This is an optimization exercise on Yosys and OpenROAD, whose aim is small area, a short achievable clock period and few clock cycles, not a production implementation.
RTL that was checked went through simulation tests only; none was proved equivalent to the original.
No functional check of the RTL was part of runs 1 and 2.
No activity file was given, so power comes from the tool's default toggle rates.

### flow/design.v
module vhil_gateway (
    input  wire        clk,
    input  wire        rst,             
    input  wire        rx_valid,
    input  wire [7:0]  rx_data,
    input  wire        rx_eos,
    input  wire        rx_err,
    output wire        rx_ready,
    output wire        tx_valid,
    input  wire        tx_ready,
    output wire [7:0]  tx_data,
    output wire        tx_last,
    output wire        ev_valid,
    output wire [2:0]  ev_kind,
    output wire [15:0] ev_voltage_mv,
    output wire [7:0]  ev_temp_c,
    output wire [1:0]  halt_cause
);
    localparam [7:0] SYNC = 8'hAA;
    reg [1:0] halt_q;       
    reg [2:0] cnt;          
    reg       rdy_q;        
    reg [7:0] d1, d2, d3;   
    reg [7:0] p12;          
    reg [1:0] stat_q;       
    reg       pend;         
    reg       tx_valid_q;
    reg [3:0] tx_idx;       
    reg [7:0] tx_data_q;
    reg       tx_last_q;
    reg       ev_valid_q;
    reg [1:0] ev_k;         
    assign rx_ready = rdy_q;
    wire c0 = (cnt == 3'd0);
    wire c1 = (cnt == 3'd1);
    wire c2 = (cnt == 3'd2);
    wire c3 = (cnt == 3'd3);
    wire c4 = (cnt == 3'd4);
    wire rx_fire = rdy_q && (rx_valid || rx_eos || rx_err);
    wire ev_term = rdy_q && (rx_err || rx_eos);
    wire ev_byte = rx_fire && !rx_err && !rx_eos;
    wire is_sync = (rx_data == SYNC);
    wire [7:0] cx = p12 ^ d3;
    wire [7:0] cg = p12 & d3;
    wire [7:0] co = p12 | d3;
    wire [7:0] need_c = cx ^ rx_data;
    wire [7:0] give_c = {(rx_data[6:0] & cg[6:0]) | (~rx_data[6:0] & co[6:0]), 1'b0};
    wire       sum_ok = (need_c == give_c);
    wire win_end = ev_byte && c4;
    wire win_ok  = win_end && sum_ok;
    wire [1:0] status = (d3 > 8'd60) ? 2'd2 : (({d1, d2} < 16'd3100) ? 2'd1 : 2'd0);
    wire       adv     = tx_valid_q && tx_ready;
    wire       tx_done = adv && tx_last_q;
    wire       busy_n  = tx_valid_q && !tx_done;       
    wire       pend_n  = (win_ok || pend) && busy_n;
    wire       txv_n   = win_ok || pend || busy_n;
    wire [3:0] idx_inc = (tx_idx == 4'd12) ? 4'd0 : tx_idx + 4'd1;
    wire [3:0] idx_n   = !tx_valid_q ? 4'd0 : (adv ? idx_inc : tx_idx);
    reg [7:0] next_byte;
    always @(*) begin
        case (tx_idx)
            4'd1:    next_byte = 8'h01;
            4'd3:    next_byte = 8'h08;
            4'd4:    next_byte = d1;
            4'd5:    next_byte = d2;
            4'd6:    next_byte = d3;
            4'd7:    next_byte = {6'd0, stat_q};
            default: next_byte = 8'h00;
        endcase
    end
    wire [3:0] idx_a = !tx_valid_q ? 4'd0 : idx_inc;   
    wire [3:0] idx_h = !tx_valid_q ? 4'd0 : tx_idx;    
    wire       busy_a = tx_valid_q && !tx_last_q;
    wire       busy_h = tx_valid_q;
    wire [4:1] free_a, free_h;
    genvar k;
    generate
        for (k = 1; k <= 4; k = k + 1) begin : g_free
            assign free_a[k] = !(pend && busy_a) && !((pend || busy_a) && idx_a <= k + 3);
            assign free_h[k] = !(pend && busy_h) && !((pend || busy_h) && idx_h <= k + 3);
        end
    endgenerate
    wire [4:1] free_n = tx_ready ? free_a : free_h;
    wire rdy_take = c0 ? (!is_sync || free_n[1]) :
                    c1 ? free_n[2] :
                    c2 ? free_n[3] :
                    c3 ? free_n[4] : 1'b1;
    wire rdy_keep = c1 ? free_n[1] :
                    c2 ? free_n[2] :
                    c3 ? free_n[3] :
                    c4 ? free_n[4] : 1'b1;
    wire rdy_n = (halt_q == 2'd0) && !ev_term && (rx_fire ? rdy_take : rdy_keep);
    always @(posedge clk) begin
        if (rdy_q && c1) d1 <= rx_data;
        if (rdy_q && c2) d2 <= rx_data;
        if (rdy_q && c3) d3 <= rx_data;
        if (rdy_q && c4) stat_q <= status;
        p12 <= SYNC + d1 + d2;
        if (!tx_valid_q) begin
            tx_data_q <= 8'h00;
            tx_last_q <= 1'b0;
        end else if (tx_ready) begin
            tx_data_q <= next_byte;
            tx_last_q <= (tx_idx == 4'd11);
        end
        tx_idx <= idx_n;
        ev_k   <= {(win_end && !sum_ok) || (ev_term && !rx_err),
                   win_ok || (ev_term && !rx_err)};
        if (rst) begin
            halt_q     <= 2'd0;
            cnt        <= 3'd0;
            rdy_q      <= 1'b1;
            pend       <= 1'b0;
            tx_valid_q <= 1'b0;
            ev_valid_q <= 1'b0;
        end else begin
            if (ev_term) begin
                halt_q <= rx_err ? 2'd2 : 2'd1;
                cnt    <= 3'd0;
            end else if (ev_byte) begin
                if (c0)
                    cnt <= is_sync ? 3'd1 : 3'd0;
                else if (c4)
                    cnt <= 3'd0;
                else
                    cnt <= cnt + 3'd1;
            end
            rdy_q      <= rdy_n;
            pend       <= pend_n;
            tx_valid_q <= txv_n;
            ev_valid_q <= ev_term || win_end;
        end
    end
    assign tx_valid      = tx_valid_q;
    assign tx_data       = tx_data_q;
    assign tx_last       = tx_last_q;
    assign ev_valid      = ev_valid_q;
    assign ev_kind       = {halt_q[1], ev_k};
    assign ev_voltage_mv = {d1, d2};
    assign ev_temp_c     = d3;
    assign halt_cause    = halt_q;
endmodule
### flow/flow/run.sh
#!/bin/bash
# Standard ORFS layout (the standard.sh), with the port buffers made
# from sky130_fd_sc_hd__buf_1 instead of the default delay buffer.
set -euo pipefail
export BUFFER_PORTS_ARGS="-buffer_cell sky130_fd_sc_hd__buf_1"
bash standard.sh > standard.log 2>&1
### flow/standard.sh
#!/bin/bash
# synth_recipe.tcl (not shown) runs the flow's synth.tcl, then flattens the netlist and writes it again
# the make line also repeats each setting of config.mk as NAME=value (left out here)
make -C /OpenROAD-flow-scripts/flow DESIGN_CONFIG=/design/flow/config.mk WORK_HOME=/design/flow/orfs CLKGATE_MAP_FILE= SYNTH_SCRIPT=/design/flow/synth_recipe.tcl "${@:-finish}"
### flow/config.mk
export PLATFORM = sky130hd
export DESIGN_NAME = vhil_gateway
export DESIGN_NICKNAME = vhil_gateway
export VERILOG_FILES = /design/flow/design.v
export SDC_FILE = /design/flow/constraint.sdc
export NUM_CORES = 4
export LEC_CHECK = 0
export ABC_AREA = 1
export CAP_MARGIN = 20
export CORE_AREA = 5 5 105 105
export DIE_AREA = 0 0 110 110
export SETUP_SLACK_MARGIN = 3.0
export SLEW_MARGIN = 20
### flow/constraint.sdc
create_clock -name core_clock -period 5.0 [get_ports {clk}]
set_input_delay 1.0000 -clock core_clock [delete_from_list [all_inputs] [get_ports {clk}]]
set_output_delay 1.0000 -clock core_clock [all_outputs]
set_load 0.01 [all_outputs]
==> impl_metrics.toml, run 1 <==
[min_path]
min_path_cells = 2
hold_path_class = "flip-flop to flip-flop"

[logic_synthesis]
ys_ff_latch = 58
synth_xor_area_frac = 0.0457
async_flop_share = 0
synth-simple-area-share = 0.202
synth_compound_area_frac = 0.102
avgSynthCellArea_sq_um = 8.31
yosysUniqueCellTypes = 34
ys_seq_area_frac = 0.412
synth_top_family_by_area = "simple AND/OR/NAND/NOR gates"
synth_edf_count = 26
synth.net_count = 466
synth_warnings = 1
muxShareOfSynthArea = 0
synth_ff_type = "dfxtp_1"
netlist_instances = 415
synth_fa_ha_area_frac = 0.136
synth_area_sq_mm = 0.00345

[detailed_routing]
drt_first_pass_iters = 4
viasPerCell = 4.67
vias = 2965
drc = 0
wl_um = 8630
drtIter0Drc = 135
ant_nets = 0
wl_per_cell_um = 13.6

[die]
initial_core_util = 0.353
die_h_um = 110
ios = 55
design.die.area_sq_mm = 0.0121
die_width_um = 110
coreArea_sq_mm = 0.00977
num_rows = 36

[placed_design]
globalplace.congestion = 0.841
dp_hpwl_um = 6720
io_buffers = 54

[pwr]
p_sw_frac = 0.246
power_frac_clock = 0.422
ir_drop_mv = 0.106
p_seq_frac = 0.505
comb_power_share = 0.073
switchingPower_mw = 0.246
leakage_nw = 1.96
cellPowerDensity_mw_per_mm2 = 236
finalPower_mw = 1.00
p_int_mw = 0.756

[flow_run]
maxCapViolations = 0

[sta]
setup_viol = 0
hold_viol = 0
fin_hold_ws_ps = 483
relSlewSlack = 0.470
rsz0062_at_grt = "yes"
finalSetupTns_ps = 0
fin_crit_sh = 0.408
slew_violations = 0
worst_slew_pin_slew_ps = 793
finalClockSkew_ps = 9.27
finalCriticalPeriod_ps = 2040
fmax_mhz = 490

[worst_setup_path]
crit_fanout = 2
worstSetupPathType = "flip-flop to output pin"
worst_r2r_path_depth = 11
cp.arrival_ps = 1040
required_ps = 4000
start_kind = "flip-flop"
endpoint_kind = "output pin"

[clock_network]
path_clk_slew_ps = 70
clockBufferDepth = 2
cts_max_level = 3
clock_latency_ps = 350
cts_made_buffers = 9
cts_tree = "done"
cts-root-buf = "clkbuf_8"
numClockSinks = 58

[final_layout]
diodes = 0
nFillCells = 971
drive_above_1_share = 0.173
nNetsFinal = 548
final_util = 0.435
area_growth_pct = 23.2

[global_route]
grt_pass1_vias = 2828
met1_usage = 0.200
busiest_layer = "met2"
gr-usage-all-layers = 0.151
grtUsageMet2 = 0.229
gr-usage-met3 = 0.0320
grt_max_degree = 20
grt_pass1_wl_um = 13800
antenna_found_initial = 0
grt-ovfl-total = 0

[run_status]
status = "complete, no violations"
routing by layer:
metal / share of wire / wire length (um)
met2: 0.46 / 3960
met3: 0.054 / 463
met4: 0.027 / 236
met1: 0.46 / 3970
met5: 0 / 0
cells in the mapped netlist, drive strengths merged (2+ instances only):
| master | count | area (sq um) |
|---|---|---|
| or2 | 2 | 12.5 |
| nor3 | 4 | 20.0 |
| buf | 6 | 47.5 |
| a221oi | 3 | 26.3 |
| ha | 36 | 450 |
| nor2 | 31 | 124 |
| xnor2 | 9 | 78.8 |
| inv | 78 | 293 |
| o21ai | 25 | 129 |
| nand4 | 5 | 31.3 |
| nand2 | 78 | 310 |
| edfxtp | 26 | 781 |
| a211oi | 2 | 15.0 |
| xor2 | 9 | 78.8 |
| o22ai | 10 | 62.6 |
| and2 | 2 | 12.5 |
| dfxtp | 32 | 641 |
| nand3 | 30 | 165 |
| a21oi | 19 | 95.1 |
layout make-up:
class / count / area, sq um / share of cell area
repair buffers: 77 / 418 / 0.0984
clock inverters: 6 / 57.6 / 0.0135
inverters: 79 / 305 / 0.0719
well taps: 133 / 166 / 0.0392
multi-input cells: 272 / 1750 / 0.411
flip-flops and latches: 58 / 1430 / 0.336
clock buffers: 10 / 128 / 0.0300
critical path, cell delays in order, from the launching register on:
cell and delay [ps]:
edfxtp_1 430, buf_6 150, buf_6 110
power by group through the flow:
stage / Combinational (mW) / Clock [mW] / Sequential, mW
after global placement: 0.0669 / 0 / 0.517
final: 0.0733 / 0.422 / 0.506
after CTS: 0.0697 / 0.435 / 0.506
after floorplan: 0.0420 / 0 / 0.519
after detailed placement: 0.0675 / 0 / 0.517
after global routing: 0.0845 / 0.453 / 0.507
per-stage QoR:
stage / instance area (sq um) / worst slack [ps] / std cells
after detailed placement: 3770 / 2540 / 596
after floorplan: 3450 / 3010 / 415
after global routing: 4250 / 2910 / 635
after global placement: 3770 / 2570 / 596
final: 4250 / 2960 / 635
after CTS: 4090 / 2950 / 624
flip-flops by register name (all words and copies together), names as in the netlist:
name	count
halt_q	2
cnt	3
tx_last_q	1
tx_valid_q	1
ev_valid_q	1
d2	8
d1	8
ev_k	2
stat_q	2
rdy_q	1
tx_idx	4
tx_data_q	8
pend	1
d3	8
p12	8
cells by family after synthesis:
| group | Yosys count |
|---|---|
| simple gates | 155 |
| buf+inv | 85 |
| compound gates | 62 |
| flops | 58 |
| fa+ha+maj | 37 |
| xor+xnor | 18 |
cells in the final DEF, fill, tap and decap left out, drive strengths merged, types with 3 or more instances in the layout:
cell type | Yosys | final
nand2 | 78 | 78
clkinv | 1 | 6
inv | 78 | 77
a21oi | 19 | 19
o21ai | 25 | 25
dfxtp | 32 | 32
ha | 36 | 36
xnor2 | 9 | 9
edfxtp | 26 | 26
xor2 | 9 | 9
nor3 | 4 | 4
buf | 6 | 68
nand3 | 30 | 30
nand4 | 5 | 5
a221oi | 3 | 3
o22ai | 10 | 10
clkbuf | 0 | 19
nor2 | 31 | 31
final timing paths:
kind | startpoint | endpoint | slack [ps]
max | d1[1]$_DFFE_PP_ | ev_voltage_mv[9] | 2960
min | tx_data_q[1]$_SDFFE_PN0P_ | tx_data_q[1]$_SDFFE_PN0P_ | 480
max reg2reg | d1[1]$_DFFE_PP_ | p12[7]$_DFF_P_ | 3060
min reg2reg | tx_data_q[1]$_SDFFE_PN0P_ | tx_data_q[1]$_SDFFE_PN0P_ | 480
what timing repair did:
item / 4_1_cts / 5_1_grt
setup buffers: 12 / 11
pin swaps: 1 / 6
setup endpoints to repair: 18 / 20
hold buffers: 0 / 0
gates resized for setup: 13 / 34
==> run 2, diff against run 1 <==
--- a/flow/config.mk
+++ b/flow/config.mk
@@ -10,4 +10,3 @@
 export CORE_AREA = 5 5 105 105
 export DIE_AREA = 0 0 110 110
-export SETUP_SLACK_MARGIN = 3.0
 export SLEW_MARGIN = 20
==> run 2 against run 1 <==
  * Maximum frequency is 13% lower
  * Sequential share of layout area rose by 2.0 points
  * Non-clock buffer count down 23
  * Highest routed layer unchanged
==> impl_metrics.toml, run 2 <==
[final_layout]
drive_above_1_share = 0.0605
post-route-cell-area_sq_mm = 0.00399
mostFrequentLayoutCell = "inv_1"
nFillCells = 988
diodes = 0
area_growth_pct = 15.7
final_cell_mix = "78 x inv_1, 73 x nand2_1, 54 x buf_1"
nNetsFinal = 525

[clock_network]
cts_tree = "done"
clockBufferDepth = 2
path_clk_slew_ps = 70
cts_made_buffers = 9
cts_setup_buffers = 0
hold_buffers = 0
clock_latency_ps = 350
cts-root-buf = "clkbuf_8"
cts.repair.resized = 0
cts_max_level = 3
numClockSinks = 58

[pwr]
power_frac_clock = 0.461
comb_power_share = 0.063
cellPowerDensity_mw_per_mm2 = 267
leakage_nw = 1.82
p_int_mw = 0.820
ir_drop_mv = 0.119
p_sw_frac = 0.231
switchingPower_mw = 0.246
p_seq_frac = 0.476

[worst_setup_path]
cp_slowest_cell = "edfxtp_1"
crit_fanout = 3
endpoint_kind = "flip-flop"
start_kind = "flip-flop"
crit_buf_inv = 3
worstSetupPathType = "flip-flop to flip-flop"
crit_chain = "inv_1 -> ha_1 -> inv_1 -> ha_1 -> inv_1 -> fa_1 -> o21ai_0 -> nand2_1 -> nand2_1 -> a21oi_1 -> xor2_1"
cp.arrival_ps = 2570
path_common_cell = "inv_1"
slowest_delay_ps = 480
required_ps = 5230
cp_top_family = "adder cells"

[logic_synthesis]
ys_seq_area_frac = 0.412
netlist_top_cells_count = "78 x inv_1, 73 x nand2_1, 36 x ha_1, 32 x dfxtp_1, 28 x nor2_1"
synth_area_sq_mm = 0.00345
netlist_instances = 415
synth_warnings = 1
synth_top_area_cell = "edfxtp_1"
synthTopCellsByArea = "edfxtp_1 23%, dfxtp_1 19%, ha_1 13%"
synth_edf_count = 26
avgSynthCellArea_sq_um = 8.31
yosysUniqueCellTypes = 34
synth_ff_type = "dfxtp_1"
ys_ff_latch = 58
async_flop_share = 0
synth.net_count = 466
yosysMostFrequentCell = "inv_1"
synth_top_area_frac = 0.226

[global_route]
grt_max_degree = 20
gr-usage-all-layers = 0.151
grt_pass1_vias = 2812
grt_pass1_wl_um = 13800
antenna_found_initial = 0
grt-ovfl-total = 0

[detailed_routing]
met1Wirelength_um = 4030
vias = 2904
drt_first_pass_iters = 4
viasPerCell = 4.75
drtIter0Drc = 167
wl_per_cell_um = 14.0
wl_met2_um = 3990
ant_nets = 0
dr.max_layer_used = "met4"
wl_met3_um = 371
wl_um = 8570
drc = 0

[sta]
rsz0062_at_grt = "no"
hold_viol = 0
finalCriticalPeriod_ps = 2340
setup_viol = 0
worst_slew_pin_slew_ps = 781
fin_crit_sh = 0.468
fmax_mhz = 428
finalSetupTns_ps = 0
finalClockSkew_ps = 10.5
relSlewSlack = 0.477
slew_violations = 0

[die]
die_width_um = 110
ios = 55
coreArea_sq_mm = 0.00977
initial_core_util = 0.353
die_h_um = 110
design.die.area_sq_mm = 0.0121
num_rows = 36

[placed_design]
globalplace.congestion = 0.848
io_buffers = 54
dp_hpwl_um = 6810
postPlaceCellArea_sq_mm = 0.00377

[min_path]
hold_path_class = "flip-flop to flip-flop"

[run_status]
status = "complete, no violations"

[flow_run]
maxCapViolations = 0
[run 2: cell count changes in the layout (fill, tap and decap cells not counted), sizes merged]
cell,delta
buf,-14
clkbuf,-7
clkinv,-5
bufinv,+1
clkinvlp,+1
inv,+1
[run 2: power groups by stage]
stage | sequential, mW | clock [mW] | combinational (mW)
final | 0.507 | 0.491 | 0.0675
after detailed placement | 0.518 | 0 | 0.0678
after floorplan | 0.519 | 0 | 0.0419
after global placement | 0.517 | 0 | 0.0666
after global routing | 0.507 | 0.520 | 0.0773
after CTS | 0.507 | 0.498 | 0.0682
[run 2: final timing paths]
check	startpoint	to	slack, ps	cells past startpoint
setup / recovery	d1[1]$_DFFE_PP_	p12[7]$_DFF_P_	2660	11
hold / removal	tx_data_q[1]$_SDFFE_PN0P_	tx_data_q[1]$_SDFFE_PN0P_	490	2
setup reg to reg	d1[1]$_DFFE_PP_	p12[7]$_DFF_P_	2660	11
hold reg to reg	tx_data_q[1]$_SDFFE_PN0P_	tx_data_q[1]$_SDFFE_PN0P_	490	2
[run 2: through the flow]
step            util  hold slack (ps)  setup WS (ps)  std cells  power [mW]
3_5_place_dp   0.386              479           2530        596       0.585
2_1_floorplan      -              490           2940        415       0.561
4_1_cts        0.408              496           2650        612        1.07
5_1_grt        0.408              512           2500        612        1.10
3_3_place_gp   0.386              467           2590        596       0.584
6_report       0.408              489           2660        612        1.07
[run 2: area by class of cell]
| class | count | area [sq um] | share of cell area |
|---|---|---|---|
| tap | 133 | 166 | 0.0417 |
| multi-input combinational | 272 | 1680 | 0.421 |
| clock inverter | 4 | 75.1 | 0.0188 |
| sequential | 58 | 1420 | 0.356 |
| clock buffer | 12 | 145 | 0.0364 |
| inverter | 79 | 302 | 0.0756 |
| timing repair buffer | 54 | 203 | 0.0508 |
[run 2: kinds of logic after synthesis]
| group | count (synthesis) | share of synthesized area |
|---|---|---|
| AO/OA/AOI/OAI | 62 | 0.102 |
| XOR/XNOR | 18 | 0.0457 |
| adder cells (fa/ha/maj) | 37 | 0.136 |
| buffers and inverters | 85 | 0.101 |
| flip-flops | 58 | 0.412 |
| AND/OR/NAND/NOR | 155 | 0.202 |
[run 2: layer usage]
layer  global-route usage  up-vias
met4               0.0641        0
li1                     -     1473
met1                0.198     1346
met5                    0        -
met2                0.237       71
met3               0.0349       14
[run 2: worst min-delay path, delay by kind of cell (launching register included)]
kind	cells	cell delay, ps
compound gates	1	60
simple gates	1	70
flops	1	330
==> run 3, diff against run 2 <==
--- a/flow/design.v
+++ b/flow/design.v
@@ -22,5 +22,5 @@
     reg       rdy_q;        
     reg [7:0] d1, d2, d3;   
-    reg [7:0] p12;          
+    reg [7:0] acc;          
     reg [1:0] stat_q;       
     reg       pend;         
@@ -41,13 +41,31 @@
     wire ev_byte = rx_fire && !rx_err && !rx_eos;
     wire is_sync = (rx_data == SYNC);
-    wire [7:0] cx = p12 ^ d3;
-    wire [7:0] cg = p12 & d3;
-    wire [7:0] co = p12 | d3;
-    wire [7:0] need_c = cx ^ rx_data;
-    wire [7:0] give_c = {(rx_data[6:0] & cg[6:0]) | (~rx_data[6:0] & co[6:0]), 1'b0};
-    wire       sum_ok = (need_c == give_c);
+    function [7:0] add8(input [7:0] a, input [7:0] b);
+        reg [7:0] g0, p0, g1, p1, g2, p2, g3;
+        integer i;
+        begin
+            g0 = a & b;
+            p0 = a ^ b;
+            for (i = 0; i < 8; i = i + 1) begin
+                g1[i] = (i >= 1) ? g0[i] | (p0[i] & g0[i-1]) : g0[i];
+                p1[i] = (i >= 1) ? p0[i] & p0[i-1] : p0[i];
+            end
+            for (i = 0; i < 8; i = i + 1) begin
+                g2[i] = (i >= 2) ? g1[i] | (p1[i] & g1[i-2]) : g1[i];
+                p2[i] = (i >= 2) ? p1[i] & p1[i-2] : p1[i];
+            end
+            for (i = 0; i < 8; i = i + 1)
+                g3[i] = (i >= 4) ? g2[i] | (p2[i] & g2[i-4]) : g2[i];
+            add8 = p0 ^ {g3[6:0], 1'b0};
+        end
+    endfunction
+    wire       sum_ok = (rx_data == acc);
     wire win_end = ev_byte && c4;
     wire win_ok  = win_end && sum_ok;
-    wire [1:0] status = (d3 > 8'd60) ? 2'd2 : (({d1, d2} < 16'd3100) ? 2'd1 : 2'd0);
+    wire hot   = d3[7] | d3[6] | (&d3[5:2] & (d3[1] | d3[0]));
+    wire lo_hi = ~|d1[7:4] & ~(d1[3] & d1[2]);                
+    wire lo_lo = ~|d2[7:5] & ~(d2[4] & d2[3] & d2[2]);         
+    wire low_v = lo_hi | ((d1 == 8'h0C) & lo_lo);
+    wire [1:0] status = {hot, ~hot & low_v};
     wire       adv     = tx_valid_q && tx_ready;
     wire       tx_done = adv && tx_last_q;
@@ -55,5 +73,12 @@
     wire       pend_n  = (win_ok || pend) && busy_n;
     wire       txv_n   = win_ok || pend || busy_n;
-    wire [3:0] idx_inc = (tx_idx == 4'd12) ? 4'd0 : tx_idx + 4'd1;
+    wire       last_i  = tx_idx[3] & tx_idx[2];              
+    wire [3:0] idx_inc = last_i ? 4'd0 : tx_idx + 4'd1;
+    wire [8:4] lt_h = {~tx_idx[3],
+                       ~tx_idx[3] & ~(tx_idx[2] & tx_idx[1] & tx_idx[0]),
+                       ~tx_idx[3] & ~(tx_idx[2] & tx_idx[1]),
+                       ~tx_idx[3] & ~(tx_idx[2] & (tx_idx[1] | tx_idx[0])),
+                       ~tx_idx[3] & ~tx_idx[2]};
+    wire [8:5] lt_a = lt_h[7:4] | {4{last_i}};
     wire [3:0] idx_n   = !tx_valid_q ? 4'd0 : (adv ? idx_inc : tx_idx);
     reg [7:0] next_byte;
@@ -69,6 +94,4 @@
         endcase
     end
-    wire [3:0] idx_a = !tx_valid_q ? 4'd0 : idx_inc;   
-    wire [3:0] idx_h = !tx_valid_q ? 4'd0 : tx_idx;    
     wire       busy_a = tx_valid_q && !tx_last_q;
     wire       busy_h = tx_valid_q;
@@ -77,6 +100,8 @@
     generate
         for (k = 1; k <= 4; k = k + 1) begin : g_free
-            assign free_a[k] = !(pend && busy_a) && !((pend || busy_a) && idx_a <= k + 3);
-            assign free_h[k] = !(pend && busy_h) && !((pend || busy_h) && idx_h <= k + 3);
+            assign free_a[k] = !(pend && busy_a) &&
+                               !((pend || busy_a) && (!tx_valid_q || lt_a[k + 4]));
+            assign free_h[k] = !(pend && busy_h) &&
+                               !((pend || busy_h) && (!tx_valid_q || lt_h[k + 4]));
         end
     endgenerate
@@ -96,5 +121,8 @@
         if (rdy_q && c3) d3 <= rx_data;
         if (rdy_q && c4) stat_q <= status;
-        p12 <= SYNC + d1 + d2;
+        if (c0)
+            acc <= SYNC;
+        else if (rdy_q && rx_valid && !c4)
+            acc <= add8(acc, rx_data);
         if (!tx_valid_q) begin
             tx_data_q <= 8'h00;
@@ -124,5 +152,5 @@
                     cnt <= 3'd0;
                 else
-                    cnt <= cnt + 3'd1;
+                    cnt <= {c3, c1 | c2, c2};
             end
             rdy_q      <= rdy_n;
--- a/flow/config.mk
+++ b/flow/config.mk
@@ -10,3 +10,4 @@
 export CORE_AREA = 5 5 105 105
 export DIE_AREA = 0 0 110 110
+export SETUP_SLACK_MARGIN = 3.1
 export SLEW_MARGIN = 20
==> run 3 against run 2 <==
  * Routed wire length fell by 12%
  * Design area fell by 0.69%
  * Power fell by 4.3%
  * Critical path type is now primary input to flip-flop
  * Critical endpoint is now acc[6]$_SDFFE_PP0P_
  * Largest cell class is now sequential cells
  * Highest routed layer unchanged
==> impl_metrics.toml, run 3 <==
[logic_synthesis]
synth_top_area_cell = "edfxtp_1"
netlist_instances = 336
synthTopCellsByArea = "edfxtp_1 27%, dfxtp_1 22%, nand2_1 8.4%"
synth_compound_area_frac = 0.144
synth.net_count = 368
synth_top_family_by_area = "simple AND/OR/NAND/NOR gates"
avgSynthCellArea_sq_um = 8.66
synth_warnings = 1
muxShareOfSynthArea = 0
ys_seq_area_frac = 0.489
yosysUniqueCellTypes = 33
async_flop_share = 0
yosysMostFrequentCell = "nand2_1"
netlist_top_cells_count = "65 x nand2_1, 40 x inv_1, 32 x dfxtp_1, 29 x nor2_1, 26 x edfxtp_1"
synth_ff_type = "dfxtp_1"
synth_edf_count = 26
ys_ff_latch = 58
synth-simple-area-share = 0.203
synth_xor_area_frac = 0.0151
synth_fa_ha_area_frac = 0.0800
synth_area_sq_mm = 0.00291
synth_top_area_frac = 0.268

[sta]
hold_viol = 0
finalCriticalPeriod_ps = 1950
finalClockSkew_ps = 13.2
fmax_mhz = 512
setup_viol = 0
relSlewSlack = 0.529
worst_slew_pin_slew_ps = 704
slew_violations = 0
fin_hold_ws_ps = 460
setup_slack_ps = 3050
finalSetupTns_ps = 0
rsz0062_at_grt = "yes"
fin_crit_sh = 0.391

[worst_setup_path]
path_common_cell = "nand2_1"
cp_slowest_cell = "fa_2"
slowest_delay_ps = 350
crit_fanout = 2
required_ps = 5220
crit_chain = "buf_8 -> ha_4 -> inv_2 -> fa_2 -> o21ai_2 -> nand2_1 -> nand2_1 -> nand2_1 -> nand3_1 -> nand3_1 -> o211ai_1 -> inv_1"
endpoint_kind = "flip-flop"
worstSetupPathType = "primary input to flip-flop"
cp.arrival_ps = 2170
start_kind = "primary input"

[clock_network]
path_clk_slew_ps = 70
cts_made_buffers = 9
cts_max_level = 3
numClockSinks = 58
clockBufferDepth = 2
cts-root-buf = "clkbuf_8"
clock_latency_ps = 330
cts_tree = "done"

[placed_design]
dp_hpwl_um = 5570
globalplace.congestion = 0.861
io_buffers = 54
pre_cts_ws_ps = 2420

[pwr]
comb_power_share = 0.102
p_int_mw = 0.772
p_sw_frac = 0.242
power_frac_clock = 0.399
leakage_nw = 1.68
ir_drop_mv = 0.116
switchingPower_mw = 0.247
cellPowerDensity_mw_per_mm2 = 257
p_seq_frac = 0.500

[detailed_routing]
vias = 2617
drtIter0Drc = 157
wl_um = 7550
drt_first_pass_iters = 4
viasPerCell = 4.54
wl_per_cell_um = 13.1
drc = 0
ant_nets = 0

[global_route]
grt_pass1_vias = 2404
grt_max_degree = 12
grt-ovfl-total = 0
antenna_found_initial = 0
grt_pass1_wl_um = 11600
gr-usage-all-layers = 0.126

[final_layout]
area_growth_pct = 36.2
diodes = 0
drive_above_1_share = 0.298
nNetsFinal = 471
final_cell_mix = "62 x nand2_1, 42 x buf_4, 35 x inv_1"
nFillCells = 1007
mostFrequentLayoutCell = "nand2_1"

[run_status]
status = "complete, no violations"

[die]
die_width_um = 110
coreArea_sq_mm = 0.00977
ios = 55
num_rows = 36
design.die.area_sq_mm = 0.0121
die_h_um = 110
initial_core_util = 0.298

[min_path]
hold_path_class = "flip-flop to flip-flop"

[flow_run]
maxCapViolations = 0
-- run 3: cell types whose count changed after synthesis, moves of 5 or more --
| cell | change |
|---|---|
| o22ai_1 | -8 |
| inv_2 | +9 |
| ha_1 | -19 |
| inv_1 | -38 |
| nand2_1 | -8 |
| o21ai_1 | +7 |
| xnor2_1 | -8 |
| xor2_1 | -5 |
-- run 3: metrics by stage --
step | power [mW] | instance area [sq um] | util | instances
floorplan | 0.576 | 2990 | - | 336
global placement | 0.603 | 3350 | 0.343 | 521
detailed placement | 0.604 | 3350 | 0.343 | 521
CTS | 1.02 | 3780 | 0.387 | 562
global route | 1.06 | 3960 | 0.405 | 576
finish | 1.02 | 3960 | 0.405 | 576
-- run 3: worst paths after layout --
kind / to / slack (ps) / cells past startpoint / startpoint
min reg2reg: tx_data_q[7]$_SDFFE_PN0P_ / 460 / 2 / tx_data_q[7]$_SDFFE_PN0P_
min: tx_data_q[7]$_SDFFE_PN0P_ / 460 / 2 / tx_data_q[7]$_SDFFE_PN0P_
max: acc[6]$_SDFFE_PP0P_ / 3050 / 12 / rx_data[0]
max reg2reg: d1[2]$_DFFE_PP_ / 3280 / 4 / cnt[0]$_SDFFE_PP0N_
-- run 3: area by class of cell --
cell class                 count  area, sq um  share of cell area
clock buffer                  11          131              0.0332
clock inverter                 4         45.0              0.0114
inverter                      49          184              0.0464
multi-input combinational    226         1410               0.357
sequential                    58         1430               0.360
tap                          133          166              0.0420
timing repair buffer          95          597               0.151
-- run 3: cells by family after synthesis --
group | Yosys count
AO/OA/AOI/OAI | 69
XOR/XNOR | 5
adder cells (fa/ha/maj) | 18
buffers and inverters | 52
flip-flops | 58
AND/OR/NAND/NOR | 134
-- run 3: per-layer routing --
| layer | share of wire | GRT usage | vias to the layer above |
|---|---|---|---|
| met5 | 0 | 0 | - |
| met4 | 0.012 | 0.0436 | 0 |
| met3 | 0.056 | 0.0338 | 8 |
| met2 | 0.47 | 0.204 | 57 |
| met1 | 0.46 | 0.162 | 1207 |
| li1 | - | - | 1345 |
-- run 3: worst max-delay path: cells and delay by family --
family | cells | cell delay (ps)
AOI/OAI and AO/OA | 2 | 240
adders and majority gates | 2 | 470
and+or+nand+nor | 5 | 320
buffers and inverters | 3 | 160
-- run 3: power groups by stage --
stage | Combinational (mW) | Clock [mW] | Sequential [mW]
floorplan | 0.0533 | 0 | 0.522
global placement | 0.0827 | 0 | 0.520
global route | 0.116 | 0.439 | 0.510
detailed placement | 0.0836 | 0 | 0.520
finish | 0.104 | 0.406 | 0.509
CTS | 0.0956 | 0.415 | 0.509
-- run 3: repair_timing --
action,4_1_cts,5_1_grt
hold buffers,0,0
buffers inserted,26,14
pin swaps,15,10
gates cloned,0,0
setup endpoints to repair,31,53
gates resized for setup,27,40
Testbench counts of run 3, summed over its fixed seeds: cycles 29,200.
==> run 4, diff against run 3 <==
--- a/flow/config.mk
+++ b/flow/config.mk
@@ -9,5 +9,7 @@
 export CAP_MARGIN = 20
 export CORE_AREA = 5 5 105 105
+export CTS_CLUSTER_DIAMETER = 100
+export CTS_CLUSTER_SIZE = 30
 export DIE_AREA = 0 0 110 110
-export SETUP_SLACK_MARGIN = 3.1
+export SETUP_SLACK_MARGIN = 3.0
 export SLEW_MARGIN = 20
==> run 4 against run 3 <==
  * Critical endpoint unchanged
  * Final cell count is 6.4% lower
  * Via count is 6.0% lower
  * Area after synthesis stayed put
  * Clock skew is 6.8 ps lower
  * First-iteration DRC count is 31% lower
  * Global-route usage is 0.21 points lower
  * Largest cell class unchanged
  * Sequential power hardly changed
  * Clock power is 5.7% higher
  * Hold slack better by 1.5 ps
  * Still clean
  * Synthesized cell count stayed put
  * Utilization is 3.8 points lower
==> impl_metrics.toml, run 4 <==
[final_layout]
final_util = 0.367
final_cells = 539
final_cell_mix = "65 x nand2_1, 46 x buf_1, 38 x inv_1"
diodes = 0
drive_above_1_share = 0.143
post-route-cell-area_sq_mm = 0.00359
area_growth_pct = 23.4
nNetsFinal = 433
mostFrequentLayoutCell = "nand2_1"

[logic_synthesis]
avgSynthCellArea_sq_um = 8.66
synth_top_area_cell = "edfxtp_1"
ys_ff_latch = 58
synth_top_area_frac = 0.268
yosysMostFrequentCell = "nand2_1"
synth_warnings = 1
synth_edf_count = 26
synthTopCellsByArea = "edfxtp_1 27%, dfxtp_1 22%, nand2_1 8.4%"
ys_seq_area_frac = 0.489
yosysUniqueCellTypes = 33
synth_area_sq_mm = 0.00291
netlist_instances = 336
async_flop_share = 0
synth.net_count = 368
synth_ff_type = "dfxtp_1"
netlist_top_cells_count = "65 x nand2_1, 40 x inv_1, 32 x dfxtp_1, 29 x nor2_1, 26 x edfxtp_1"

[clock_network]
cts-root-buf = "clkbuf_8"
clockBufferDepth = 2
numClockSinks = 58
cts_tree = "done"
cts_max_level = 3
clock_latency_ps = 330
path_clk_slew_ps = 70
hold_buffers = 0
cts_made_buffers = 9

[pwr]
leakage_nw = 1.40
ir_drop_mv = 0.118
cellPowerDensity_mw_per_mm2 = 285

[sta]
fmax_mhz = 496
relSlewSlack = 0.529
finalCriticalPeriod_ps = 2020
hold_viol = 0
worst_slew_pin_slew_ps = 704
fin_hold_ws_ps = 462
finalSetupTns_ps = 0
slew_violations = 0
fin_crit_sh = 0.404
setup_viol = 0
rsz0062_at_grt = "yes"
finalClockSkew_ps = 6.33

[worst_setup_path]
path_common_cell = "nand2_1"
required_ps = 5230
crit_path_start = "rx_data[0]"
start_kind = "primary input"
crit_fanout = 2
cp_slowest_cell = "fa_2"
slowest_delay_ps = 360
crit_chain = "buf_8 -> ha_4 -> inv_2 -> fa_2 -> o21ai_2 -> nand2_1 -> nand2_1 -> nand2_1 -> nand3_1 -> nand3_1 -> o211ai_1 -> inv_1"
endpoint_kind = "flip-flop"
worstSetupPathType = "primary input to flip-flop"
reg2reg_from = "cnt[1]$_SDFFE_PP0N_"
cp.arrival_ps = 2250

[detailed_routing]
wl_um = 7080
drt_first_pass_iters = 4
wl_per_cell_um = 13.1
vias = 2459
drc = 0
drtIter0Drc = 108
ant_nets = 0
viasPerCell = 4.56

[placed_design]
postPlaceCellArea_sq_mm = 0.00334
place_inst = 521
dp_hpwl_um = 5610
io_buffers = 54
globalplace.congestion = 0.886

[die]
coreArea_sq_mm = 0.00977
die_h_um = 110
num_rows = 36
ios = 55
die_width_um = 110
initial_core_util = 0.298
design.die.area_sq_mm = 0.0121

[global_route]
grt_max_degree = 12
gr-usage-all-layers = 0.124
grt-ovfl-total = 0
grt_pass1_vias = 2392
grt_pass1_wl_um = 11600
antenna_found_initial = 0

[min_path]
min-delay-start = "tx_data_q[4]$_SDFFE_PN0P_"
hold_path_class = "flip-flop to flip-flop"

[run_status]
status = "complete, no violations"

[flow_run]
maxCapViolations = 0
## run 4: changes by cell type in the layout (fill, tap and decap cells not counted), sizes merged
cell and change:
clkbuf -24, clkinv -1, clkinvlp +2, buf -14
## run 4: path summary, 6_finish.rpt
kind | end | slack, ps | cells past startpoint
setup / recovery | acc[6]$_SDFFE_PP0P_ | 2980 | 12
hold / removal | tx_data_q[4]$_SDFFE_PN0P_ | 460 | 2
setup reg to reg | d2[6]$_DFFE_PP_ | 3190 | 4
hold reg to reg | tx_data_q[4]$_SDFFE_PN0P_ | 460 | 2
## run 4: worst max-delay path: cells and delay by family
| kind | cells | cell delay [ps] |
|---|---|---|
| and+or+nand+nor | 5 | 320 |
| adders and majority gates | 2 | 480 |
| buffers and inverters | 3 | 170 |
| AOI/OAI and AO/OA | 2 | 280 |
## run 4: cell type report
class                           instances  area, sq um
Tap cell                              133          166
Timing Repair Buffer                   57          248
Inverter                               49          184
Sequential cell                        58         1420
Multi-Input combinational cell        226         1380
Clock inverter                          5         53.8
Clock buffer                           11          141
Fill cell                            1034         6180
## run 4: repair_timing
| action | 4_1_cts | 5_1_grt |
|---|---|---|
| pin swaps | 0 | 7 |
| setup endpoints to repair | 7 | 13 |
| gates resized for setup | 10 | 10 |
| endpoints found under the hold margin | 0 | 0 |
| setup buffers | 0 | 2 |
## run 4: power by group
group	leakage, nW	total [mW]	switching (mW)	internal, mW
combinational	0.818	0.0860	0.0543	0.0317
sequential	0.493	0.510	0.00655	0.503
clock	0.0930	0.429	0.188	0.241
## run 4: stage by stage
stage	setup slack [ps]	power (mW)
3_3_place_gp	2470	0.602
4_1_cts	2930	1.03
3_5_place_dp	2400	0.603
2_1_floorplan	2820	0.575
5_1_grt	2910	1.07
6_report	2980	1.03
## run 4: routing by layer
layer / routed length, um / GRT usage / vias to the layer above
met2: 3150 / 0.194 / 57
li1: - / - / 1270
met1: 3370 / 0.160 / 1116
met5: 0 / 0 / -
met3: 407 / 0.0315 / 16
met4: 151 / 0.0588 / 0
## run 4: kinds of logic after synthesis
family / count (synthesis) / synth area share
xor gates and xnor gates: 5 / 0.0151
adders and majority gates: 18 / 0.0800
buffers and inverters: 52 / 0.0701
DFF: 58 / 0.489
AOI/OAI and AO/OA: 69 / 0.144
and+or+nand+nor: 134 / 0.203
==> run 5, diff against run 4 <==
--- a/flow/config.mk
+++ b/flow/config.mk
@@ -6,9 +6,6 @@
 export NUM_CORES = 4
 export LEC_CHECK = 0
-export ABC_AREA = 1
 export CAP_MARGIN = 20
 export CORE_AREA = 5 5 105 105
-export CTS_CLUSTER_DIAMETER = 100
-export CTS_CLUSTER_SIZE = 30
 export DIE_AREA = 0 0 110 110
 export SETUP_SLACK_MARGIN = 3.0
==> run 5 against run 4 <==
  * Die area did not move
  * Non-clock buffer count rose by 10
  * Final cell count fell by 7.6%
  * Critical path type unchanged
  * Largest cell class is now multi-input gates
==> impl_metrics.toml, run 5 <==
[global_route]
grt_max_degree = 18
grt_pass1_vias = 2469
grt-ovfl-total = 0
grt_pass1_wl_um = 12700
gr-usage-all-layers = 0.135
antenna_found_initial = 0

[sta]
rsz0062_at_grt = "yes"
fmax_mhz = 462
setup_viol = 0
slew_violations = 0
fin_hold_ws_ps = 455
finalCriticalPeriod_ps = 2160
fin_crit_sh = 0.433
relSlewSlack = 0.364
setup_slack_ps = 2840
hold_viol = 0
finalSetupTns_ps = 0
worst_slew_pin_slew_ps = 947
finalClockSkew_ps = 8.56

[logic_synthesis]
synth_area_sq_mm = 0.00294
yosysUniqueCellTypes = 53
synthTopCellsByArea = "edfxtp_1 27%, dfxtp_1 22%, ha_1 7.2%"
synth_top_area_frac = 0.266
yosysMostFrequentCell = "dfxtp_1"
synth.net_count = 325
synth_fa_ha_area_frac = 0.0793
netlist_top_cells_count = "32 x dfxtp_1, 30 x nand2_1, 26 x edfxtp_1, 20 x nor2_1"
netlist_instances = 293
avgSynthCellArea_sq_um = 10.0
muxShareOfSynthArea = 0.00341
synth_warnings = 1
synth_xor_area_frac = 0.00895
synth_ff_type = "dfxtp_1"
synth_top_family_by_area = "simple AND/OR/NAND/NOR gates"
synth_edf_count = 26
async_flop_share = 0
synth_compound_area_frac = 0.191
ys_ff_latch = 58
synth-simple-area-share = 0.193
synth_top_area_cell = "edfxtp_1"
ys_seq_area_frac = 0.484

[detailed_routing]
drt_first_pass_iters = 5
drtIter0Drc = 139
ant_nets = 0
wl_um = 7930
vias = 2469
wl_per_cell_um = 15.9
viasPerCell = 4.96
drc = 0

[final_layout]
final_cell_mix = "45 x buf_1, 30 x nand2_1, 29 x dfxtp_1"
nFillCells = 956
diodes = 0
drive_above_1_share = 0.200
mostFrequentLayoutCell = "buf_1"
final_cells = 498
area_growth_pct = 33.8
nNetsFinal = 392

[clock_network]
clockBufferDepth = 2
cts_max_level = 3
numClockSinks = 58
cts_tree = "done"
path_clk_slew_ps = 70
cts-root-buf = "clkbuf_8"
cts_made_buffers = 9
clock_latency_ps = 330

[pwr]
ir_drop_mv = 0.127
cellPowerDensity_mw_per_mm2 = 284
leakage_nw = 1.34
finalPower_mw = 1.12

[die]
ios = 55
coreArea_sq_mm = 0.00977
design.die.area_sq_mm = 0.0121
die_h_um = 110
die_width_um = 110
initial_core_util = 0.300
num_rows = 36

[placed_design]
place_inst = 469
globalplace.congestion = 0.798
io_buffers = 54
pre_cts_ws_ps = 2230
dp_hpwl_um = 5770

[run_status]
status = "complete, no violations"

[worst_setup_path]
cp.arrival_ps = 2380
worstSetupPathType = "primary input to flip-flop"
required_ps = 5210
cp_top_family = "simple AND/OR/NAND/NOR gates"
start_kind = "primary input"
crit_buf_inv = 1
cp_slowest_cell = "or3b_1"
slowest_delay_ps = 350
endpoint_kind = "flip-flop"
crit_fanout = 3
crit_chain = "buf_8 -> ha_4 -> a21oi_4 -> o2111ai_4 -> and3_4 -> o31ai_2 -> or3b_1"

[flow_run]
maxCapViolations = 0

[min_path]
hold_path_class = "flip-flop to flip-flop"
## run 5: cell types whose count changed after synthesis, moves of 7 or more
cell,previous run,this run
nor3_1,5,12
nand2b_1,0,7
nor2_1,29,20
nand3_1,23,3
o21ai_1,7,0
a222oi_1,0,7
nand2_1,65,30
inv_2,9,0
inv_1,40,17
## run 5: what timing repair did
item,in CTS,in global routing
setup buffers,10,3
pin swaps,18,16
hold buffers,0,0
endpoints found under the setup margin,14,9
resized for setup,38,25
## run 5: layout make-up
cell class | instances | area [sq um] | share of cell area
Tap cell | 133 | 166 | 0.0424
Clock buffer | 10 | 128 | 0.0325
Timing Repair Buffer | 67 | 388 | 0.0988
Inverter | 17 | 63.8 | 0.0162
Sequential cell | 58 | 1430 | 0.363
Clock inverter | 6 | 106 | 0.0271
Multi-Input combinational cell | 207 | 1650 | 0.420
## run 5: metrics by stage
step | util | instance area (sq um)
floorplan | - | 3040
CTS | 0.388 | 3790
global placement | 0.343 | 3350
global route | 0.402 | 3930
detailed placement | 0.343 | 3350
finish | 0.402 | 3930
## run 5: final timing paths
| check | from | to | slack (ps) | depth (start not counted) |
|---|---|---|---|---|
| max | rx_data[1] | acc[7]$_SDFFE_PP1P_ | 2840 | 7 |
| min | tx_data_q[7]$_SDFFE_PN0P_ | tx_data_q[7]$_SDFFE_PN0P_ | 450 | 2 |
| max reg2reg | cnt[1]$_SDFFE_PP0N_ | rdy_q$_SDFF_PP1_ | 3170 | 4 |
| min reg2reg | tx_data_q[7]$_SDFFE_PN0P_ | tx_data_q[7]$_SDFFE_PN0P_ | 450 | 2 |
## run 5: logic make-up after synthesis
kind of cell | count (synthesis)
compound gates | 79
xor+xnor | 3
fa+ha+maj | 18
buf+inv | 28
flops | 58
mux | 1
simple gates | 106
## run 5: worst min-delay path: cells and delay by family (launching register included)
family	cells	cell delay [ps]
AOI/OAI and AO/OA	1	50
DFF	1	330
and+or+nand+nor	1	40
## run 5: layer usage
layer,up-vias,track usage,routed length (um)
met1,1191,0.178,3790
met3,4,0.0402,366
met5,-,0,0
li1,1231,-,-
met2,43,0.211,3720
met4,0,0.0419,54
## run 5: power by group
part | switching (mW) | internal, mW
sequential | 0.00428 | 0.498
clock | 0.193 | 0.329
combinational | 0.0489 | 0.0428
==> run 6, diff against run 5 <==
--- a/flow/config.mk
+++ b/flow/config.mk
@@ -6,4 +6,5 @@
 export NUM_CORES = 4
 export LEC_CHECK = 0
+export ABC_AREA = 1
 export CAP_MARGIN = 20
 export CORE_AREA = 5 5 105 105
==> run 6 against run 5 <==
  * Still clean on timing, DRC and antenna
  * Power is 8.2% lower
  * Via count is 0.41% lower
  * Hold slack better by 6.8 ps
  * First-iteration DRC count is 22% lower
  * Critical path depth is 5 higher
  * Non-clock buffer count is 10 lower
  * Global-route usage is 1.1 points lower
  * Critical path type unchanged
  * Largest power group is now registers
==> impl_metrics.toml, run 6 <==
[run_status]
status = "complete, no violations"

[placed_design]
dp_hpwl_um = 5610
io_buffers = 54
globalplace.congestion = 0.886
pre_cts_ws_ps = 2400

[detailed_routing]
drt_first_pass_iters = 4
drtIter0Drc = 108
vias = 2459
ant_nets = 0
viasPerCell = 4.56
wl_per_cell_um = 13.1
wl_um = 7080
drc = 0

[die]
initial_core_util = 0.298
num_rows = 36
design.die.area_sq_mm = 0.0121
ios = 55
coreArea_sq_mm = 0.00977
die_width_um = 110
die_h_um = 110

[clock_network]
numClockSinks = 58
cts_made_buffers = 9
cts_max_level = 3
clock_latency_ps = 330
hold_buffers = 0
cts_tree = "done"
clockBufferDepth = 2
path_clk_slew_ps = 70
cts-root-buf = "clkbuf_8"

[logic_synthesis]
avgSynthCellArea_sq_um = 8.66
synthTopCellsByArea = "edfxtp_1 27%, dfxtp_1 22%, nand2_1 8.4%"
netlist_instances = 336
synth_area_sq_mm = 0.00291
synth_top_area_frac = 0.268
synth_warnings = 1
netlist_top_cells_count = "65 x nand2_1, 40 x inv_1, 32 x dfxtp_1, 29 x nor2_1, 26 x edfxtp_1"
synth_ff_type = "dfxtp_1"
ys_seq_area_frac = 0.489
yosysUniqueCellTypes = 33
synth.net_count = 368
ys_ff_latch = 58
async_flop_share = 0
synth_top_area_cell = "edfxtp_1"
synth_edf_count = 26
yosysMostFrequentCell = "nand2_1"

[sta]
fmax_mhz = 496
setup_viol = 0
worst_slew_pin_slew_ps = 704
rsz0062_at_grt = "yes"
finalCriticalPeriod_ps = 2020
relSlewSlack = 0.529
finalSetupTns_ps = 0
slew_violations = 0
hold_viol = 0
finalClockSkew_ps = 6.33
fin_hold_ws_ps = 462
setup_slack_ps = 2980
fin_crit_sh = 0.404

[pwr]
leakage_nw = 1.40
p_sw_frac = 0.243
ir_drop_mv = 0.118
p_int_mw = 0.776
switchingPower_mw = 0.249
power_frac_clock = 0.419
comb_power_share = 0.084
p_seq_frac = 0.498
cellPowerDensity_mw_per_mm2 = 285

[global_route]
gr-usage-all-layers = 0.124
grt-ovfl-total = 0
antenna_found_initial = 0
grt_max_degree = 12
grt_pass1_vias = 2392
grt_pass1_wl_um = 11600

[worst_setup_path]
required_ps = 5230
start_kind = "primary input"
worstSetupPathType = "primary input to flip-flop"
crit_fanout = 2
endpoint_kind = "flip-flop"
cp.arrival_ps = 2250

[final_layout]
area_growth_pct = 23.4
final_cell_mix = "65 x nand2_1, 46 x buf_1, 38 x inv_1"
nNetsFinal = 433
drive_above_1_share = 0.143
diodes = 0
nFillCells = 1034
mostFrequentLayoutCell = "nand2_1"

[min_path]
hold_path_class = "flip-flop to flip-flop"

[flow_run]
maxCapViolations = 0
-- run 6: changes by cell type in the layout (fill, tap and decap cells not counted), sizes merged, moves of 4 or more --
cell | before | now
a21boi | 4 | 0
o211ai | 9 | 3
inv | 17 | 49
buf | 67 | 56
o21a | 4 | 0
nor2 | 20 | 31
a211oi | 0 | 4
nand2b | 7 | 0
a21oi | 16 | 23
nor2b | 6 | 0
nand3 | 4 | 23
o21ai | 14 | 27
a222oi | 7 | 0
nand2 | 30 | 65
-- run 6: cell type report --
cell class              instances  area [sq um]  share of cell area
multi-input cells             226          1380               0.383
inverters                      49           184              0.0512
clock inverters                 5          53.8              0.0150
repair buffers                 57           248              0.0690
flip-flops and latches         58          1420               0.396
well taps                     133           166              0.0463
clock buffers                  11           141              0.0394
-- run 6: path summary, 6_finish.rpt --
check	start	slack (ps)	cells past startpoint	end
max	rx_data[0]	2980	12	acc[6]$_SDFFE_PP0P_
max reg2reg	cnt[1]$_SDFFE_PP0N_	3190	4	d2[6]$_DFFE_PP_
min reg2reg	tx_data_q[4]$_SDFFE_PN0P_	460	2	tx_data_q[4]$_SDFFE_PN0P_
min	tx_data_q[4]$_SDFFE_PN0P_	460	2	tx_data_q[4]$_SDFFE_PN0P_
-- run 6: logic make-up (layout without fill, tap and decap cells) --
logic type	after synthesis	count (layout)	share of synthesized area
and+or+nand+nor	134	134	0.203
DFF	58	58	0.489
adders and majority gates	18	18	0.0800
AOI/OAI and AO/OA	69	69	0.144
buffers and inverters	52	122	0.0701
xor gates and xnor gates	5	5	0.0151
-- run 6: what timing repair did --
item,in CTS,in global routing
setup buffers,0,2
setup endpoints to repair,7,13
pin swaps,0,7
gates resized for setup,10,10
-- run 6: metal layers --
| layer | vias to the layer above | track usage | wire [um] |
|---|---|---|---|
| met2 | 57 | 0.194 | 3150 |
| li1 | 1270 | - | - |
| met5 | - | 0 | 0 |
| met3 | 16 | 0.0315 | 407 |
| met4 | 0 | 0.0588 | 151 |
| met1 | 1116 | 0.160 | 3370 |
-- run 6: power groups by stage --
stage          combinational [mW]  sequential [mW]  clock, mW
3_5_place_dp               0.0824            0.520          0
6_report                   0.0860            0.510      0.429
4_1_cts                    0.0840            0.510      0.441
2_1_floorplan              0.0525            0.522          0
3_3_place_gp               0.0814            0.520          0
5_1_grt                    0.0974            0.511      0.460
-- run 6: per-stage QoR --
step / util / instances / power, mW / instance area (sq um)
final: 0.367 / 539 / 1.03 / 3590
after global routing: 0.367 / 539 / 1.07 / 3590
after CTS: 0.363 / 537 / 1.03 / 3550
after detailed placement: 0.342 / 521 / 0.603 / 3340
after global placement: 0.342 / 521 / 0.602 / 3340
after floorplan: - / 336 / 0.575 / 2980
-- run 6: critical path: stages --
cell and delay, ps:
buf_8 80, ha_4 120, inv_2 40, fa_2 360, o21ai_2 180, nand2_1 70
nand2_1 50, nand2_1 60, nand3_1 70, nand3_1 70, o211ai_1 100, inv_1 50
==> run 7, diff against run 6 <==
--- a/flow/config.mk
+++ b/flow/config.mk
@@ -9,4 +9,7 @@
 export CAP_MARGIN = 20
 export CORE_AREA = 5 5 105 105
+export CTS_BUF_LIST = sky130_fd_sc_hd__clkbuf_16
+export CTS_CLUSTER_DIAMETER = 200
+export CTS_CLUSTER_SIZE = 60
 export DIE_AREA = 0 0 110 110
 export SETUP_SLACK_MARGIN = 3.0
==> run 7 against run 6 <==
  * Routed wire length grew 1.5%
  * Count of clock-buffer cells in the layout shrank 2
  * Maximum frequency shrank 0.99%
  * Hold slack lost 4.8 ps
  * Global-route usage grew 0.18 points
  * Register-to-register slack is essentially flat
  * Critical endpoint unchanged
==> impl_metrics.toml, run 7 <==
[worst_setup_path]
regToRegSetupSlack_ps = 3190
endpoint_kind = "flip-flop"
worstSetupPathType = "primary input to flip-flop"
crit_fanout = 2
cp.arrival_ps = 2260
required_ps = 5220
start_kind = "primary input"

[final_layout]
nNetsFinal = 433
area_growth_pct = 26.8
nFillCells = 1017
mostFrequentLayoutCell = "nand2_1"
diodes = 0
final_cell_mix = "65 x nand2_1, 46 x buf_1, 39 x inv_1"
post-route-cell-area_sq_mm = 0.00369
drive_above_1_share = 0.143

[clock_network]
cts-root-buf = "clkbuf_16"
clockBufferDepth = 2
cts_tree = "done"
cts_made_buffers = 9
hold_buffers = 0
clock_latency_ps = 320
numClockSinks = 58
cts_max_level = 3
path_clk_slew_ps = 50

[logic_synthesis]
avgSynthCellArea_sq_um = 8.66
synthTopCellsByArea = "edfxtp_1 27%, dfxtp_1 22%, nand2_1 8.4%"
yosysMostFrequentCell = "nand2_1"
ys_ff_latch = 58
synth_ff_type = "dfxtp_1"
ys_seq_area_frac = 0.489
netlist_top_cells_count = "65 x nand2_1, 40 x inv_1, 32 x dfxtp_1, 29 x nor2_1, 26 x edfxtp_1"
netlist_instances = 336
yosysUniqueCellTypes = 33
synth_top_area_frac = 0.268
synth.net_count = 368
synth_warnings = 1
synth_top_area_cell = "edfxtp_1"
synth_area_sq_mm = 0.00291
synth_edf_count = 26
async_flop_share = 0

[die]
num_rows = 36
ios = 55
die_width_um = 110
coreArea_sq_mm = 0.00977
die_h_um = 110
initial_core_util = 0.298
design.die.area_sq_mm = 0.0121

[placed_design]
dp_hpwl_um = 5610
globalplace.congestion = 0.886
postPlaceCellArea_sq_mm = 0.00334
io_buffers = 54

[sta]
worst_slew_pin_slew_ps = 704
rsz0062_at_grt = "yes"
fmax_mhz = 491
relSlewSlack = 0.529
fin_crit_sh = 0.408
finalCriticalPeriod_ps = 2040
finalSetupTns_ps = 0
slew_violations = 0
setup_viol = 0
hold_viol = 0
finalClockSkew_ps = 5.53

[pwr]
comb_power_share = 0.073
leakage_nw = 1.45
cellPowerDensity_mw_per_mm2 = 321
p_int_mw = 0.915
p_sw_frac = 0.228
switchingPower_mw = 0.271
power_frac_clock = 0.496
p_seq_frac = 0.431
ir_drop_mv = 0.152
finalPower_mw = 1.19

[detailed_routing]
wl_um = 7190
viasPerCell = 4.59
vias = 2476
ant_nets = 0
drc = 0
drtIter0Drc = 105
wl_per_cell_um = 13.3
drt_first_pass_iters = 4

[flow_run]
maxCapViolations = 0

[global_route]
gr-usage-all-layers = 0.126
grt_pass1_vias = 2408
grt_pass1_wl_um = 11700
grt_max_degree = 12
grt-ovfl-total = 0
antenna_found_initial = 0

[min_path]
hold_path_class = "flip-flop to flip-flop"

[run_status]
status = "complete, no violations"
## run 7: cell counts after synthesis
No cell type changed its count.
## run 7: logic make-up (layout without fill, tap and decap cells)
logic type | count (synthesis) | after routing | share of synthesized area
simple gates | 134 | 134 | 0.203
compound gates | 69 | 69 | 0.144
flops | 58 | 58 | 0.489
buf+inv | 52 | 122 | 0.0701
fa+ha+maj | 18 | 18 | 0.0800
xor+xnor | 5 | 5 | 0.0151
## run 7: path summary, 6_finish.rpt
path	start	endpoint	cells past startpoint
worst max-delay path	rx_data[0]	acc[6]$_SDFFE_PP0P_	12
worst min-delay path	tx_data_q[4]$_SDFFE_PN0P_	tx_data_q[4]$_SDFFE_PN0P_	2
worst max register to register	cnt[1]$_SDFFE_PP0N_	d2[6]$_DFFE_PP_	4
worst min register to register	tx_data_q[4]$_SDFFE_PN0P_	tx_data_q[4]$_SDFFE_PN0P_	2
## run 7: power by group through the flow
stage | registers (mW) | clock network, mW | logic, mW
6_report | 0.511 | 0.588 | 0.0868
5_1_grt | 0.512 | 0.620 | 0.0979
4_1_cts | 0.511 | 0.597 | 0.0840
3_5_place_dp | 0.520 | 0 | 0.0824
3_3_place_gp | 0.520 | 0 | 0.0814
2_1_floorplan | 0.522 | 0 | 0.0525
## run 7: what timing repair did
item | CTS | global route
cloned | 0 | 0
resized for setup | 10 | 11
buffers inserted | 0 | 2
endpoints found under the setup margin | 7 | 15
pin swaps | 0 | 7
## run 7: final cells by class
type | instances | area, sq um | area share
flip-flops and latches | 58 | 1420 | 0.386
multi-input cells | 226 | 1380 | 0.374
repair buffers | 57 | 248 | 0.0672
clock buffers | 9 | 225 | 0.0611
inverters | 49 | 184 | 0.0499
well taps | 133 | 166 | 0.0451
clock inverters | 7 | 61.3 | 0.0166
## run 7: critical path: stages
cell and delay, ps:
buf_8 80, ha_4 120, inv_2 40, fa_2 360, o21ai_2 180, nand2_1 70, nand2_1 50, nand2_1 70
nand3_1 70, nand3_1 70, o211ai_1 110, inv_1 50
## run 7: stage by stage
| stage | worst slack (ps) | hold WS, ps | cells | utilization |
|---|---|---|---|---|
| CTS | 2900 | 460 | 537 | 0.372 |
| detailed placement | 2400 | 448 | 521 | 0.342 |
| global route | 2890 | 480 | 539 | 0.377 |
| finish | 2960 | 457 | 539 | 0.377 |
| global placement | 2470 | 442 | 521 | 0.342 |
| floorplan | 2820 | 453 | 336 | - |
## run 7: routing by layer
layer / global-route usage / up-vias / share of wire
li1: - / 1271 / -
met1: 0.159 / 1132 / 0.46
met2: 0.199 / 65 / 0.46
met3: 0.0332 / 8 / 0.066
met4: 0.0597 / 0 / 0.013
met5: 0 / - / 0
==> run 8, diff against run 7 <==
==> flow/config.mk (replaced) <==
export PLATFORM = sky130hd
export DESIGN_NAME = vhil_gateway
export DESIGN_NICKNAME = vhil_gateway
export VERILOG_FILES = /design/flow/design.v
export SDC_FILE = /design/flow/constraint.sdc
export NUM_CORES = 4
export LEC_CHECK = 0
export ABC_AREA = 1
export CAP_MARGIN = 20
export CORE_AREA = 5 5 80 80
export DIE_AREA = 0 0 85 85
export SETUP_SLACK_MARGIN = 3.0
export SLEW_MARGIN = 20
==> run 8 against run 7 <==
  * Clock power is 36% lower
  * Utilization is 26 points higher
  * Critical path depth stayed put
  * Synthesized cell count stayed put
  * Critical endpoint unchanged
==> impl_metrics.toml, run 8 <==
[final_layout]
area_growth_pct = 19.8
nFillCells = 521
nNetsFinal = 432
mostFrequentLayoutCell = "nand2_1"
final_cell_mix = "63 x nand2_1, 46 x buf_1, 37 x inv_1"
diodes = 0
post-route-cell-area_sq_mm = 0.00349
drive_above_1_share = 0.143

[pwr]
cellPowerDensity_mw_per_mm2 = 278
ir_drop_mv = 0.185
comb_power_share = 0.088
p_seq_frac = 0.525
p_int_mw = 0.738
power_frac_clock = 0.387
leakage_nw = 1.39
switchingPower_mw = 0.233
p_sw_frac = 0.240

[clock_network]
hold_buffers = 0
cts-root-buf = "clkbuf_8"
cts_max_level = 3
cts_made_buffers = 9
numClockSinks = 58
cts_tree = "done"
clockBufferDepth = 2
clock_latency_ps = 330
path_clk_slew_ps = 60

[logic_synthesis]
netlist_instances = 336
ys_ff_latch = 58
ys_seq_area_frac = 0.489
synth_area_sq_mm = 0.00291
synth_top_area_cell = "edfxtp_1"
synth_top_area_frac = 0.268
synth_warnings = 1
async_flop_share = 0
netlist_top_cells_count = "65 x nand2_1, 40 x inv_1, 32 x dfxtp_1, 29 x nor2_1, 26 x edfxtp_1"
yosysMostFrequentCell = "nand2_1"
synth_ff_type = "dfxtp_1"
synth.net_count = 368
synthTopCellsByArea = "edfxtp_1 27%, dfxtp_1 22%, nand2_1 8.4%"
yosysUniqueCellTypes = 33
synth_edf_count = 26
avgSynthCellArea_sq_um = 8.66

[worst_setup_path]
crit_chain = "buf_6 -> ha_4 -> inv_2 -> fa_2 -> o21ai_2 -> nand2_1 -> nand2_1 -> nand2_2 -> nand3_1 -> nand3_1 -> o211ai_1 -> inv_1"
crit_buf_inv = 3
start_kind = "primary input"
crit_fanout = 5
cp_slowest_cell = "fa_2"
cp_top_family = "adder cells"
critical_path_depth = 12
endpoint_kind = "flip-flop"
r2r-end = "d2[0]$_DFFE_PP_"
worst_r2r_path_depth = 4
regToRegSetupSlack_ps = 3190
required_ps = 5220
reg2reg_from = "cnt[1]$_SDFFE_PP0N_"
worstSetupPathType = "primary input to flip-flop"
slowest_delay_ps = 360
cp.arrival_ps = 2270

[die]
initial_core_util = 0.532
ios = 55
design.die.area_sq_mm = 0.00723
die_h_um = 85
num_rows = 27
coreArea_sq_mm = 0.00547
die_width_um = 85

[run_status]
status = "complete, no violations"

[detailed_routing]
wl_um = 6590
vias = 2464
wl_per_cell_um = 13.8
ant_nets = 0
drc = 0
viasPerCell = 5.17
drt_first_pass_iters = 4
drtIter0Drc = 120

[sta]
slew_violations = 0
rsz0062_at_grt = "yes"
hold_viol = 0
finalCriticalPeriod_ps = 2050
relSlewSlack = 0.536
worst_slew_pin_slew_ps = 693
fin_crit_sh = 0.410
setup_viol = 0
finalClockSkew_ps = 7.63
finalSetupTns_ps = 0
fmax_mhz = 488

[placed_design]
io_buffers = 54
postPlaceCellArea_sq_mm = 0.00326
globalplace.congestion = 0.858
dp_hpwl_um = 5070

[min_path]
hold_path_class = "flip-flop to flip-flop"
min-delay-start = "tx_data_q[5]$_SDFFE_PN0P_"
min_path_cells = 2
hold_end = "tx_data_q[5]$_SDFFE_PN0P_"

[global_route]
grt_pass1_wl_um = 11100
grt_pass1_vias = 2310
busiest_layer = "met2"
antenna_found_initial = 0
grt_max_degree = 12
gr-usage-all-layers = 0.195
grtUsageMet2 = 0.305
gr-usage-met3 = 0.0515
met1_usage = 0.254
grt-ovfl-total = 0

[flow_run]
maxCapViolations = 0
[run 8: changes by cell type in the layout (fill, tap and decap cells not counted), moves of 3 or more]
cell / change
buf_2: -3
clkbuf_16: -9
clkbuf_2: +3
clkbuf_8: +11
[run 8: layer usage]
metal | vias up | share of wire
met4 | 0 | 0.010
li1 | 1275 | -
met3 | 6 | 0.065
met1 | 1118 | 0.46
met5 | - | 0
met2 | 65 | 0.46
[run 8: per-stage QoR]
step	std cells	util	setup WS, ps	total power, mW	hold slack [ps]
after floorplan	336	-	2820	0.575	453
after global placement	460	0.596	2460	0.601	437
after detailed placement	460	0.596	2380	0.602	444
after CTS	476	0.629	2880	0.979	460
after global routing	477	0.637	2880	1.02	505
final	477	0.637	2950	0.971	458
[run 8: worst max path at each step]
stage | to | slack (ps) | from
finish | acc[6]$_SDFFE_PP0P_ | 2950 | rx_data[0]
global route | acc[6]$_SDFFE_PP0P_ | 2880 | rx_data[0]
CTS | acc[6]$_SDFFE_PP0P_ | 2880 | rx_data[0]
detailed placement | acc[6]$_SDFFE_PP0P_ | 2380 | rx_data[0]
global placement | acc[6]$_SDFFE_PP0P_ | 2460 | rx_data[0]
floorplan | acc[6]$_SDFFE_PP0P_ | 2820 | rx_data[0]
[run 8: final cells by class]
type                       instances  area, sq um  share of cell area
clock buffer                      13          159              0.0456
clock inverter                     3         13.8             0.00395
inverter                          49          184              0.0528
multi-input combinational        226         1380               0.395
sequential                        58         1430               0.409
tap                               72         90.1              0.0258
timing repair buffer              56          236              0.0678
[run 8: power by group through the flow]
| stage | logic (mW) | clock network (mW) | registers (mW) |
|---|---|---|---|
| finish | 0.0852 | 0.376 | 0.510 |
| global placement | 0.0811 | 0 | 0.520 |
| CTS | 0.0826 | 0.386 | 0.510 |
| detailed placement | 0.0817 | 0 | 0.520 |
| global route | 0.0961 | 0.416 | 0.510 |
| floorplan | 0.0525 | 0 | 0.522 |
[run 8: logic make-up (layout without fill, tap and decap cells)]
kind of cell	Yosys count	in the layout	synth area share
flops	58	58	0.489
simple gates	134	134	0.203
buf+inv	52	121	0.0701
xor+xnor	5	5	0.0151
compound gates	69	69	0.144
fa+ha+maj	18	18	0.0800
[run 8: timing repair]
item / CTS / global route
pin swaps: 0 / 4
gates resized for setup: 6 / 16
setup buffers: 0 / 1
cloned: 0 / 0
endpoints found under the hold margin: 0 / 0
endpoints found under the setup margin: 6 / 17
[run 8: worst register-to-register path, stage by stage (launching register included)]
cell and delay (ps):
dfxtp_1 440, inv_1 140, nor3_2 230, inv_1 110
nor2_1 530

## static timing again, ports no longer ideal
No port has a modelled driver above. Below, the same layouts with a new extraction and two added sets of constraints.
Step 1 assumes that a clkbuf_16 drives the clock port and a buf_2 every other input.
Step 2 times the ports against the registers' clock, not the clock port: input delays grow and output delays shrink by t, the midpoint of the rising clock arrivals with the driver on.
Three values: no drivers, after step 1, after step 2; two values: the first two.
run	t (ns)	setup WS [ns]	slew at the worst register clock pin (ns)	pins driven straight from the clock port
run 1	0.373	2.960 / 2.930 / 2.774	0.07 / 0.07	1
run 2	0.378	2.662 / 2.656 / 2.542	0.07 / 0.07	1
run 3	0.359	3.047 / 3.023 / 2.663	0.07 / 0.07	1
run 4	0.359	2.982 / 2.956 / 2.597	0.07 / 0.07	1
run 5	0.358	2.835 / 2.826 / 2.468	0.07 / 0.07	1
run 6	0.359	2.982 / 2.956 / 2.597	0.07 / 0.07	1
run 7	0.357	2.962 / 2.938 / 2.581	0.05 / 0.05	1
run 8	0.354	2.950 / 2.935 / 2.581	0.07 / 0.07	1
After both steps setup and hold are still met in every run listed.
